Source: an optimization exercise on an open RTL-to-GDS flow (aim: small area, a short achievable clock period and few clock cycles per item). Production flows keep margins and buffers that such runs may drop.
At most, simulation tests tie the RTL to the original design; equivalence was not proved.

## before
==> flow/design.v (excerpt) <==
module rle_codec (
    input  wire        clk,
    input  wire        rst,
    input  wire        enc_in_valid,
    output wire        enc_in_ready,
    input  wire [31:0] enc_in_data,
    input  wire [2:0]  enc_in_bytes,
    input  wire        enc_in_last,
    output wire        enc_out_valid,
    input  wire        enc_out_ready,
    output wire [15:0] enc_out_desc,
    output wire        enc_out_last,
    input  wire        dec_in_valid,
    output wire        dec_in_ready,
    input  wire [15:0] dec_in_desc,
    input  wire        dec_in_last,
    output wire        dec_out_valid,
    input  wire        dec_out_ready,
    output wire [31:0] dec_out_data,
    output wire [2:0]  dec_out_bytes,
    output wire        dec_out_last
);
Size in the first run: roughly 770 cells after synthesis, roughly 190 flip-flops, roughly 120 I/O pins, about 9200 um^2 of cells after synthesis.
==> module rle_enc, before the edit <==
module rle_enc (
    input  wire        clk,
    input  wire        rst,
    input  wire        in_valid,
    output wire        in_ready,
    input  wire [31:0] in_data,    
    input  wire [2:0]  in_bytes,   
    input  wire        in_last,    
    output reg         out_valid,
    input  wire        out_ready,
    output reg  [15:0] out_desc,
    output reg         out_last
);
    reg        s_valid;
    reg        s_free;      
    reg [31:0] s_data;
    reg [2:0]  s_bytes;
    reg        s_last;
    reg [31:0] b_data;
    reg [3:0]  v;
    reg [3:0]  sol;
    reg [3:0]  ev;
    reg        b_last;
    reg        run_act;
    reg        run_bit;
    reg [10:0] run_len;
    reg        at_cap;      
    reg [3:0]  cap;         
    assign in_ready = s_free;
    wire in_fire  = in_valid && !s_valid;
    wire out_free = !out_valid || out_ready;
    function [8:0] inc9;
        input [8:0] x;
        integer k;
        begin
            inc9[0] = ~x[0];
            for (k = 1; k < 9; k = k + 1)
                inc9[k] = x[k] ^ (&(x | ~((9'd1 << k) - 9'd1)));
        end
    endfunction
    function [3:0] first_of;
        input [3:0] m;
        first_of = m & ~{m[2:0], 1'b0} & ~{m[1:0], 2'b0} & ~{m[0], 3'b0};
    endfunction
    wire [31:0] n_data  = s_valid ? s_data  : in_data;
    wire [2:0]  n_bytes = s_valid ? s_bytes : in_bytes;
    wire        n_last  = s_valid ? s_last  : in_last;
    wire [3:0]  n_v     = (n_bytes == 3'd1) ? 4'b0001 :
                          (n_bytes == 3'd2) ? 4'b0011 :
                          (n_bytes == 3'd3) ? 4'b0111 : 4'b1111;
    wire [3:0]  n_sol, n_bt, n_ev;
    genvar g;
    generate
        for (g = 0; g < 4; g = g + 1) begin : cls
            wire [7:0] b = n_data[31 - 8 * g -: 8];
            assign n_sol[g] = (b == 8'h00) || (b == 8'hFF);
            assign n_bt[g]  = b[7];
        end
        for (g = 0; g < 3; g = g + 1) begin : brk
            wire same = n_sol[g + 1] && (n_bt[g + 1] == n_bt[g]);
            assign n_ev[g] = !n_sol[g] || (n_v[g + 1] ? !same : n_last);
        end
    endgenerate
    assign n_ev[3] = !n_sol[3] || n_last;
    wire [3:0] bt    = {b_data[7], b_data[15], b_data[23], b_data[31]};
    wire [3:0] first = v & ~{v[2:0], 1'b0};
    wire [3:0] lastv = v & ~{1'b0, v[3:1]};
    wire       busy  = |v;
    wire       p_sol = |(first & sol);
    wire       p_bit = |(first & bt);
    wire [7:0] p_byte = ({8{first[0]}} & b_data[31:24]) | ({8{first[1]}} & b_data[23:16]) |
                        ({8{first[2]}} & b_data[15:8])  | ({8{first[3]}} & b_data[7:0]);
    wire       oc    = v[0] && run_act && (at_cap || !sol[0] || (bt[0] != run_bit));
    wire [3:0] evr   = ev & v;
    wire [3:0] evc   = (ev | cap) & v;
    wire [3:0] f1c   = first_of(evc);
    wire [3:0] f1r   = first_of(evr);
    wire [3:0] le1   = {~|f1c[2:0], ~|f1c[1:0], ~f1c[0], 1'b1};    
    wire [3:0] ev2   = evr & ~le1;
    wire [3:0] f2r   = first_of(ev2);
    wire       has1c = |evc;
    wire       has1r = |evr;
    wire       has2  = |ev2;
    wire [3:0] stop  = oc ? f1r : f2r;
    wire [3:0] ge_st = {|stop, |stop[2:0], |stop[1:0], stop[0]};
    wire       quiet = !oc && !has1c;    
    wire       go    = busy && (quiet || out_free);
    wire [3:0] v_nxt = quiet ? 4'b0000 : (v & ge_st);
    wire       b_free = !busy || (oc ? (out_free && !has1r) : (!has1c || (out_free && !has2)));
    wire [1:0] rl    = run_len[1:0];
    wire [8:0] up    = run_len[10:2];
    wire [8:0] up1   = inc9(up);
    wire [10:0] sum0 = {(rl == 2'd3) ? up1 : up, rl + 2'd1};
    wire [10:0] sum1 = {rl[1]        ? up1 : up, rl + 2'd2};
    wire [10:0] sum2 = {(rl != 2'd0) ? up1 : up, rl + 2'd3};
    wire [10:0] sum3 = {up1, rl};
    wire [3:0] sel   = quiet ? lastv : f1c;
    wire [10:0] sum  = ({11{sel[0]}} & sum0) | ({11{sel[1]}} & sum1) |
                       ({11{sel[2]}} & sum2) | ({11{sel[3]}} & sum3);
    wire [1:0] lo_q  = rl + {lastv[3] | lastv[2], lastv[3] | lastv[1]} + 2'd1;
    wire       cy_q  = lastv[3] || (lastv[2] && rl != 2'd0) || (lastv[1] && rl[1]) ||
                       (lastv[0] && rl == 2'd3);
    wire       near_q = cy_q ? (up == 9'h1FE) : (&up);    
    wire [3:0] afirst = oc ? first : {f1c[2:0], 1'b0};
    wire [3:0] absb  = v & ~ge_st & (oc ? 4'b1111 : ~le1);
    wire       has_st = |stop;
    wire [2:0] a_idx = oc ? 3'd0 : {1'b0, f1c[3] | f1c[2], f1c[3] | f1c[1]} + 3'd1;
    wire [2:0] b_cnt = {1'b0, lastv[3] | lastv[2], lastv[3] | lastv[1]} + 3'd1;
    wire [10:0] len_a = has_st ? (11'd0 - {8'd0, a_idx}) : {8'd0, b_cnt - a_idx};
    wire       e_raw = !oc && !p_sol;   
    wire       e_last = b_last && !oc && |(f1c & lastv);
    wire       r_bit = run_act ? run_bit : p_bit;
    always @(posedge clk) begin
        if (rst) begin
            s_valid   <= 1'b0;
            s_free    <= 1'b1;
            v         <= 4'b0000;
            run_act   <= 1'b0;
            run_len   <= 11'd0;
            at_cap    <= 1'b0;
            cap       <= 4'b0000;
            out_valid <= 1'b0;
        end else begin
            if (out_valid && out_ready)
                out_valid <= 1'b0;
            if (go) begin
                v <= v_nxt;
                if (quiet) begin
                    run_act <= 1'b1;
                    run_bit <= r_bit;
                    run_len <= sum;
                    at_cap  <= near_q && lo_q == 2'd3;
                    cap     <= {1'b0, near_q && lo_q == 2'd0, near_q && lo_q == 2'd1,
                                near_q && lo_q == 2'd2};
                end else begin
                    out_valid <= 1'b1;
                    out_last  <= e_last;
                    if (e_raw)
                        out_desc <= {8'h00, p_byte};
                    else
                        out_desc <= {1'b1, r_bit, 3'b000, oc ? run_len : sum};
                    run_act <= |absb;
                    run_bit <= |(afirst & bt);
                    run_len <= len_a;
                    at_cap  <= 1'b0;
                    cap     <= 4'b0000;
                end
            end
            if (b_free) begin
                b_data  <= n_data;
                v       <= (s_valid || in_fire) ? n_v : 4'b0000;
                sol     <= n_sol;
                ev      <= n_ev;
                b_last  <= n_last;
                s_valid <= 1'b0;
                s_free  <= 1'b1;
            end else if (in_fire) begin
                s_valid <= 1'b1;
                s_free  <= 1'b0;
            end
            if (!s_valid) begin
                s_data  <= in_data;
                s_bytes <= in_bytes;
                s_last  <= in_last;
            end
        end
    end
endmodule
export LEC_CHECK = 0
export CAP_MARGIN = 20
export CORE_MARGIN = 2
export CORE_UTILIZATION = 40
export SETUP_SLACK_MARGIN = 3.5
export SLEW_MARGIN = 20
create_clock -name core_clock -period 6.0 [get_ports {clk}]
run.sh (not shown) runs the stock make flow with config.mk's settings and CLKGATE_MAP_FILE= SYNTH_SCRIPT=/design/flow/synth_recipe.tcl, a recipe that flattens the netlist after the stock synthesis.
Testbench counts of before, summed over its fixed seeds: cycles 28,096, bytes 104,336.
Input changes introduced in after (baseline for comparison: before):
-- flow/design.v --
<<< before, line 1
module rle_enc (
    input  wire        clk,
    input  wire        rst,
>>> after, line 1
module rle_enc #(parameter SMART = 1) (
    input  wire        clk,
    input  wire        rst,
<<< before, line 12
    output reg         out_last
);
    reg        s_valid;
    reg        s_free;      
    reg [31:0] s_data;
    reg [2:0]  s_bytes;
    reg        s_last;
    reg [31:0] b_data;
    reg [3:0]  v;
>>> after, line 12
    output reg         out_last
);
    reg        rdy;
    reg [31:0] b_data;
    reg [3:0]  v;
<<< before, line 27
    reg        at_cap;      
    reg [3:0]  cap;         
    assign in_ready = s_free;
    wire in_fire  = in_valid && !s_valid;
    wire out_free = !out_valid || out_ready;
    function [8:0] inc9;
>>> after, line 23
    reg        at_cap;      
    reg [3:0]  cap;         
    assign in_ready = rdy;
    wire in_fire  = in_valid && rdy;
    wire out_free = !out_valid || out_ready;
    function [8:0] inc9;
<<< before, line 43
        first_of = m & ~{m[2:0], 1'b0} & ~{m[1:0], 2'b0} & ~{m[0], 3'b0};
    endfunction
    wire [31:0] n_data  = s_valid ? s_data  : in_data;
    wire [2:0]  n_bytes = s_valid ? s_bytes : in_bytes;
    wire        n_last  = s_valid ? s_last  : in_last;
    wire [3:0]  n_v     = (n_bytes == 3'd1) ? 4'b0001 :
                          (n_bytes == 3'd2) ? 4'b0011 :
>>> after, line 39
        first_of = m & ~{m[2:0], 1'b0} & ~{m[1:0], 2'b0} & ~{m[0], 3'b0};
    endfunction
    wire [31:0] n_data  = in_data;
    wire [2:0]  n_bytes = in_bytes;
    wire        n_last  = in_last;
    wire [3:0]  n_v     = (n_bytes == 3'd1) ? 4'b0001 :
                          (n_bytes == 3'd2) ? 4'b0011 :
<<< before, line 87
    wire       go    = busy && (quiet || out_free);
    wire [3:0] v_nxt = quiet ? 4'b0000 : (v & ge_st);
    wire       b_free = !busy || (oc ? (out_free && !has1r) : (!has1c || (out_free && !has2)));
    wire [1:0] rl    = run_len[1:0];
    wire [8:0] up    = run_len[10:2];
>>> after, line 83
    wire       go    = busy && (quiet || out_free);
    wire [3:0] v_nxt = quiet ? 4'b0000 : (v & ge_st);
    wire [1:0] rl    = run_len[1:0];
    wire [8:0] up    = run_len[10:2];
<<< before, line 111
    wire       e_last = b_last && !oc && |(f1c & lastv);
    wire       r_bit = run_act ? run_bit : p_bit;
    always @(posedge clk) begin
        if (rst) begin
            s_valid   <= 1'b0;
            s_free    <= 1'b1;
            v         <= 4'b0000;
            run_act   <= 1'b0;
>>> after, line 106
    wire       e_last = b_last && !oc && |(f1c & lastv);
    wire       r_bit = run_act ? run_bit : p_bit;
    wire       act_n  = go ? (quiet ? 1'b1 : |absb) : run_act;
    wire       bit_n  = go ? (quiet ? r_bit : |(afirst & bt)) : run_bit;
    wire       cap_n  = go && quiet && near_q && lo_q == 2'd3 || !go && at_cap;
    wire [3:0] capm_n = go ? (quiet ? {1'b0, near_q && lo_q == 2'd0, near_q && lo_q == 2'd1,
                                       near_q && lo_q == 2'd2} : 4'b0000) : cap;
    wire       oc_n   = act_n && (cap_n || !n_sol[0] || (n_bt[0] != bit_n));
    wire [3:0] nevc   = (n_ev | capm_n) & n_v;
    wire       n_none = !oc_n && nevc == 4'b0000;
    wire       n_one  = oc_n ? ((n_ev & n_v) == 4'b0000) : (first_of(nevc) == nevc);
    wire       emit_now = go && !quiet;
    wire       bud_sure = !emit_now && !(out_valid && !out_ready);
    wire       sure   = n_none || (SMART && n_one && bud_sure);
    wire       left   = busy && !(go && v_nxt == 4'b0000);
    always @(posedge clk) begin
        if (rst) begin
            rdy       <= 1'b1;
            v         <= 4'b0000;
            run_act   <= 1'b0;
<<< before, line 147
                end
            end
            if (b_free) begin
                b_data  <= n_data;
                v       <= (s_valid || in_fire) ? n_v : 4'b0000;
                sol     <= n_sol;
                ev      <= n_ev;
                b_last  <= n_last;
                s_valid <= 1'b0;
                s_free  <= 1'b1;
            end else if (in_fire) begin
                s_valid <= 1'b1;
                s_free  <= 1'b0;
            end
            if (!s_valid) begin
                s_data  <= in_data;
                s_bytes <= in_bytes;
                s_last  <= in_last;
            end
        end
    end
>>> after, line 154
                end
            end
            if (in_fire) begin
                b_data  <= n_data;
                v       <= n_v;
                sol     <= n_sol;
                ev      <= n_ev;
                b_last  <= n_last;
            end
            rdy <= in_fire ? sure : !left;
        end
    end
Results
after vs. before: non-filler instance count after layout decreased by 104 relative to the old numbers, data required time at the worst endpoint fell 0.20 ns, routed wire length has decreased, sequential cell area in the final layout -about 20%. STATUS via count: after wins against before. Looking at clock latency reported for the late side of the worst-skew pair across after and before, the one that comes out lower is after. Comparing after and before, the higher cell area is on before. [after] area share of and/or/nand/nor cells after synthesis rose 2.2 points relative to before. Wire length of the first global-routing pass: lower on after. after completed every stage of the flow, and the final layout passed the timing, design-rule and antenna checks. before ended with every stage complete and zero timing, DRC or antenna violations. The lower number of instances in the synthesized netlist came out of after.
For after, only the layout was checked, not whether the RTL still works.

[static timing again, ports no longer ideal]
The flow's constraints put no driver on any port. The routed layouts listed below were extracted and timed again, unchanged, in two steps. Step 1 assumes that a clkbuf_16 drives the clock port and a buf_2 every other input. Step 2 times the ports against the registers' clock, not the clock port: input delays grow and output delays shrink by t, the midpoint of the rising clock arrivals with the driver on. Slacks: no drivers / after step 1 / after step 2; pairs: no drivers / after step 1.
run | t (ns) | slack for setup (ns) | latest minus earliest clock arrival (ns)
before | 0.485 | 3.515 / 3.503 / 3.017 | 0.016 / 0.015
after | 0.475 | 3.360 / 3.360 / 3.010 | 0.012 / 0.013
After both steps setup and hold are still met in every run listed. The setup slack of before, which loses most, moves by -0.012 ns with the drivers and by -0.498 ns with both steps.
